Context: an optimization exercise on an open-source flow, tuned for small area, a short achievable clock period and few clock cycles per item. The choices shown serve that exercise and are no tape-out recipe.
At most, simulation tests tie the RTL to the original design; equivalence was not proved.

## the previous run
==> flow/design.v (excerpt) <==
module rxp_ctr_de (
  input  wire         clk,
  input  wire         rst_n,
  input  wire         in_valid,
  output wire         in_ready,
  input  wire         in_first,
  input  wire [127:0] in_key,
  input  wire [127:0] in_iv,
  input  wire [127:0] in_data,
  output reg          out_valid,
  output reg  [127:0] out_data
);
  reg         va, vb;      
  reg  [3:0]  ra, rb;      
  reg         rdy;         
  reg         rdy_o;       
  reg [127:0] key_r;       
  reg [127:0] ctr_r;       
  reg [127:0] x;           
  reg [127:0] ka;          
  reg [127:0] ya;          
  reg  [63:0] yd;          
  reg [127:0] kb;          
  reg  [15:0] kd;          
  reg [127:0] d0, d1;      
  assign in_ready = rdy_o;
  wire accept = in_valid && rdy_o;
  function [127:0] inc128;
    input [127:0] v;
    integer k;
    begin
      for (k = 0; k < 128; k = k + 1)
        inc128[k] = v[k] ^ (&(v | ~({128{1'b1}} >> (128 - k))));
    end
  endfunction
  wire [127:0] blk_key = in_first ? in_key : key_r;
  wire [127:0] blk_ctr = in_first ? in_iv  : inc128(ctr_r);
  function [7:0] xtime;
    input [7:0] a;
    xtime = {a[6:0], 1'b0} ^ (a[7] ? 8'h1b : 8'h00);
  endfunction
  wire [127:0] xk = x ^ ka;                   
  wire [63:0] xd;
  wire [15:0] kxd;
  wire [31:0] rot = {ka[23:0], ka[31:24]};    
  genvar i, c;
  generate
    for (i = 0; i < 16; i = i + 1) begin : g_da
      aes_sbox_d u_d (.a(xk[127 - 8*i -: 8]), .di(xd[63 - 4*i -: 4]));
    end
    for (i = 0; i < 4; i = i + 1) begin : g_dk
      aes_sbox_d u_d (.a(rot[31 - 8*i -: 8]), .di(kxd[15 - 4*i -: 4]));
    end
  endgenerate
  wire [7:0] sb [0:15];    
  wire [7:0] sr [0:15];    
  wire [7:0] mc [0:15];    
  generate
    for (i = 0; i < 16; i = i + 1) begin : g_yb
      aes_sbox_y u_y (.a(ya[127 - 8*i -: 8]), .di(yd[63 - 4*i -: 4]), .y(sb[i]));
    end
    for (c = 0; c < 4; c = c + 1) begin : g_shift
      assign sr[4*c + 0] = sb[4*((c + 0) % 4) + 0];
      assign sr[4*c + 1] = sb[4*((c + 1) % 4) + 1];
      assign sr[4*c + 2] = sb[4*((c + 2) % 4) + 2];
      assign sr[4*c + 3] = sb[4*((c + 3) % 4) + 3];
    end
    for (c = 0; c < 4; c = c + 1) begin : g_mix
      wire [7:0] a0 = sr[4*c + 0];
      wire [7:0] a1 = sr[4*c + 1];
      wire [7:0] a2 = sr[4*c + 2];
      wire [7:0] a3 = sr[4*c + 3];
  ...
==> module rxp_ctr_de, before the edit <==
module rxp_ctr_de (
  input  wire         clk,
  input  wire         rst_n,
  input  wire         in_valid,
  output wire         in_ready,
  input  wire         in_first,
  input  wire [127:0] in_key,
  input  wire [127:0] in_iv,
  input  wire [127:0] in_data,
  output reg          out_valid,
  output reg  [127:0] out_data
);
  reg         va, vb;      
  reg  [3:0]  ra, rb;      
  reg         rdy;         
  reg         rdy_o;       
  reg [127:0] key_r;       
  reg [127:0] ctr_r;       
  reg [127:0] x;           
  reg [127:0] ka;          
  reg [127:0] ya;          
  reg  [63:0] yd;          
  reg [127:0] kb;          
  reg  [15:0] kd;          
  reg [127:0] d0, d1;      
  assign in_ready = rdy_o;
  wire accept = in_valid && rdy_o;
  function [127:0] inc128;
    input [127:0] v;
    integer k;
    begin
      for (k = 0; k < 128; k = k + 1)
        inc128[k] = v[k] ^ (&(v | ~({128{1'b1}} >> (128 - k))));
    end
  endfunction
  wire [127:0] blk_key = in_first ? in_key : key_r;
  wire [127:0] blk_ctr = in_first ? in_iv  : inc128(ctr_r);
  function [7:0] xtime;
    input [7:0] a;
    xtime = {a[6:0], 1'b0} ^ (a[7] ? 8'h1b : 8'h00);
  endfunction
  wire [127:0] xk = x ^ ka;                   
  wire [63:0] xd;
  wire [15:0] kxd;
  wire [31:0] rot = {ka[23:0], ka[31:24]};    
  genvar i, c;
  generate
    for (i = 0; i < 16; i = i + 1) begin : g_da
      aes_sbox_d u_d (.a(xk[127 - 8*i -: 8]), .di(xd[63 - 4*i -: 4]));
    end
    for (i = 0; i < 4; i = i + 1) begin : g_dk
      aes_sbox_d u_d (.a(rot[31 - 8*i -: 8]), .di(kxd[15 - 4*i -: 4]));
    end
  endgenerate
  wire [7:0] sb [0:15];    
  wire [7:0] sr [0:15];    
  wire [7:0] mc [0:15];    
  generate
    for (i = 0; i < 16; i = i + 1) begin : g_yb
      aes_sbox_y u_y (.a(ya[127 - 8*i -: 8]), .di(yd[63 - 4*i -: 4]), .y(sb[i]));
    end
    for (c = 0; c < 4; c = c + 1) begin : g_shift
      assign sr[4*c + 0] = sb[4*((c + 0) % 4) + 0];
      assign sr[4*c + 1] = sb[4*((c + 1) % 4) + 1];
      assign sr[4*c + 2] = sb[4*((c + 2) % 4) + 2];
      assign sr[4*c + 3] = sb[4*((c + 3) % 4) + 3];
    end
    for (c = 0; c < 4; c = c + 1) begin : g_mix
      wire [7:0] a0 = sr[4*c + 0];
      wire [7:0] a1 = sr[4*c + 1];
      wire [7:0] a2 = sr[4*c + 2];
      wire [7:0] a3 = sr[4*c + 3];
      assign mc[4*c + 0] = xtime(a0) ^ (xtime(a1) ^ a1) ^ a2 ^ a3;
      assign mc[4*c + 1] = a0 ^ xtime(a1) ^ (xtime(a2) ^ a2) ^ a3;
      assign mc[4*c + 2] = a0 ^ a1 ^ xtime(a2) ^ (xtime(a3) ^ a3);
      assign mc[4*c + 3] = (xtime(a0) ^ a0) ^ a1 ^ a2 ^ xtime(a3);
    end
  endgenerate
  wire [127:0] sr_vec, mc_vec;
  generate
    for (i = 0; i < 16; i = i + 1) begin : g_pack
      assign sr_vec[127 - 8*i -: 8] = sr[i];
      assign mc_vec[127 - 8*i -: 8] = mc[i];
    end
  endgenerate
  reg [7:0] rcon;
  always @(*) begin
    case (rb)
      4'd1:    rcon = 8'h01;
      4'd2:    rcon = 8'h02;
      4'd3:    rcon = 8'h04;
      4'd4:    rcon = 8'h08;
      4'd5:    rcon = 8'h10;
      4'd6:    rcon = 8'h20;
      4'd7:    rcon = 8'h40;
      4'd8:    rcon = 8'h80;
      4'd9:    rcon = 8'h1b;
      default: rcon = 8'h36;
    endcase
  end
  wire [31:0] w0 = kb[127:96];
  wire [31:0] w1 = kb[95:64];
  wire [31:0] w2 = kb[63:32];
  wire [31:0] w3 = kb[31:0];
  wire [31:0] krot = {w3[23:0], w3[31:24]};
  wire [31:0] sub;
  generate
    for (i = 0; i < 4; i = i + 1) begin : g_yk
      aes_sbox_y u_y (.a(krot[31 - 8*i -: 8]), .di(kd[15 - 4*i -: 4]), .y(sub[31 - 8*i -: 8]));
    end
  endgenerate
  wire [31:0] t  = sub ^ {rcon, 24'h000000};
  wire [31:0] n0 = t ^ w0;
  wire [31:0] n1 = t ^ (w0 ^ w1);
  wire [31:0] n2 = t ^ (w0 ^ w1 ^ w2);
  wire [31:0] n3 = t ^ (w0 ^ w1 ^ w2 ^ w3);
  wire [127:0] next_rk = {n0, n1, n2, n3};
  wire last = vb && (rb == 4'd10);
  always @(posedge clk) begin
    ya <= xk;
    yd <= xd;
    kb <= ka;
    kd <= kxd;
    x  <= rdy ? blk_ctr : mc_vec;
    ka <= rdy ? blk_key : next_rk;
    d0 <= rdy ? in_data : d1;
    d1 <= d0;
    out_data <= sr_vec ^ next_rk ^ d1;
  end
  always @(posedge clk) begin
    if (accept && in_first)
      key_r <= in_key;
    if (accept) begin
      ctr_r <= blk_ctr;
    end
  end
  always @(posedge clk) begin
    if (!rst_n) begin
      va        <= 1'b0;
      vb        <= 1'b0;
      rdy       <= 1'b1;
      rdy_o     <= 1'b0;
      out_valid <= 1'b0;
    end else begin
      vb        <= va;
      va        <= accept || (vb && !last);
      rdy       <= !va || (ra == 4'd10);
      rdy_o     <= !va || (ra == 4'd10);
      out_valid <= last;
    end
  end
  always @(posedge clk) begin
    rb <= ra;
    ra <= rdy ? 4'd1 : rb + 4'd1;
  end
endmodule
==> flow/config.mk <==
export PLATFORM = sky130hd
export DESIGN_NAME = rxp_ctr_de
export DESIGN_NICKNAME = rxp_ctr_de
export VERILOG_FILES = /design/flow/design.v
export SDC_FILE = /design/flow/constraint.sdc
export NUM_CORES = 4
export LEC_CHECK = 0
export CAP_MARGIN = 20
export CORE_MARGIN = 2
export CORE_UTILIZATION = 35
export PLACE_DENSITY = 0.45
export SETUP_SLACK_MARGIN = 2.7
export SLEW_MARGIN = 20
==> flow/constraint.sdc <==
create_clock -name core_clock -period 6.0 [get_ports {clk}]
set_input_delay 1.2000 -clock core_clock [delete_from_list [all_inputs] [get_ports {clk}]]
set_output_delay 1.2000 -clock core_clock [all_outputs]
set_load 0.01 [all_outputs]
run.sh (not shown) runs the stock make flow with config.mk's settings and CLKGATE_MAP_FILE= SYNTH_SCRIPT=/design/flow/synth_recipe.tcl, a recipe that flattens the netlist after the stock synthesis.
Testbench counts of the previous run, summed over its fixed seeds: cycles 48,016, items 4,800.
Modified inputs, the current run compared to the previous run
--- a/flow/design.v
+++ b/flow/design.v
@@ -102,35 +102,35 @@
 );
   reg         va, vb;      
   reg  [3:0]  ra, rb;      
   reg         rdy;         
   reg         rdy_o;       
   reg [127:0] key_r;       
-  reg [127:0] ctr_r;       
+  reg [127:0] ctr_n;       
   reg [127:0] x;           
   reg [127:0] ka;          
   reg [127:0] ya;          
   reg  [63:0] yd;          
   reg [127:0] kb;          
   reg  [15:0] kd;          
   reg [127:0] d0, d1;      
   assign in_ready = rdy_o;
   wire accept = in_valid && rdy_o;
+  wire [127:0] blk_key = in_first ? in_key : key_r;
+  wire [127:0] blk_ctr = in_first ? in_iv  : ctr_n;
+  function [7:0] xtime;
+    input [7:0] a;
+    xtime = {a[6:0], 1'b0} ^ (a[7] ? 8'h1b : 8'h00);
+  endfunction
   function [127:0] inc128;
     input [127:0] v;
     integer k;
     begin
       for (k = 0; k < 128; k = k + 1)
         inc128[k] = v[k] ^ (&(v | ~({128{1'b1}} >> (128 - k))));
     end
-  endfunction
-  wire [127:0] blk_key = in_first ? in_key : key_r;
-  wire [127:0] blk_ctr = in_first ? in_iv  : inc128(ctr_r);
-  function [7:0] xtime;
-    input [7:0] a;
-    xtime = {a[6:0], 1'b0} ^ (a[7] ? 8'h1b : 8'h00);
   endfunction
   wire [127:0] xk = x ^ ka;                   
   wire [63:0] xd;
   wire [15:0] kxd;
   wire [31:0] rot = {ka[23:0], ka[31:24]};    
   genvar i, c;
@@ -218,13 +218,13 @@
     out_data <= sr_vec ^ next_rk ^ d1;
   end
   always @(posedge clk) begin
     if (accept && in_first)
       key_r <= in_key;
     if (accept) begin
-      ctr_r <= blk_ctr;
+      ctr_n <= inc128(blk_ctr);
     end
   end
   always @(posedge clk) begin
     if (!rst_n) begin
       va        <= 1'b0;
       vb        <= 1'b0;
[summary]
Of the previous run and the current run, the higher worst path required time belongs to the previous run. The previous run → the current run: placed wire-length estimate increased 6200 µm; summed area of non-filler cells in the final layout shows an increase of 2.8%; complex-gate fraction of the synthesized area held steady; number of instances in the synthesized netlist shows a reduction of 1.5%. Diff the previous run -> the current run: non-clock buffer count in the final layout now larger; worst hold slack across all endpoints comparable.
The RTL of the current run was laid out without a check of its function.

==> static timing again, ports no longer ideal <==
The flow's constraints put no driver on any port. The routed layouts listed below were extracted and timed again, unchanged, in two steps.
Step 1 assumes that a clkbuf_16 drives the clock port and a buf_2 every other input.
Step 2 times the ports against the registers' clock, not the clock port: input delays grow and output delays shrink by t, the midpoint of the rising clock arrivals with the driver on.
Slacks: ideal ports / drivers / drivers and shift; pairs: ideal ports / drivers.
run | shift t [ns] | setup WS [ns] | hold WS [ns]
the previous run | 0.892 | 2.714 / 2.681 / 2.271 | 0.316 / 0.316 / 0.316
the current run | 0.897 | 1.599 / 1.420 / 0.523 | 0.313 / 0.313 / 0.313
After both steps every run listed still meets setup and hold. The setup slack of the current run, which loses most, moves by -0.179 ns with the drivers and by -1.076 ns with both steps.
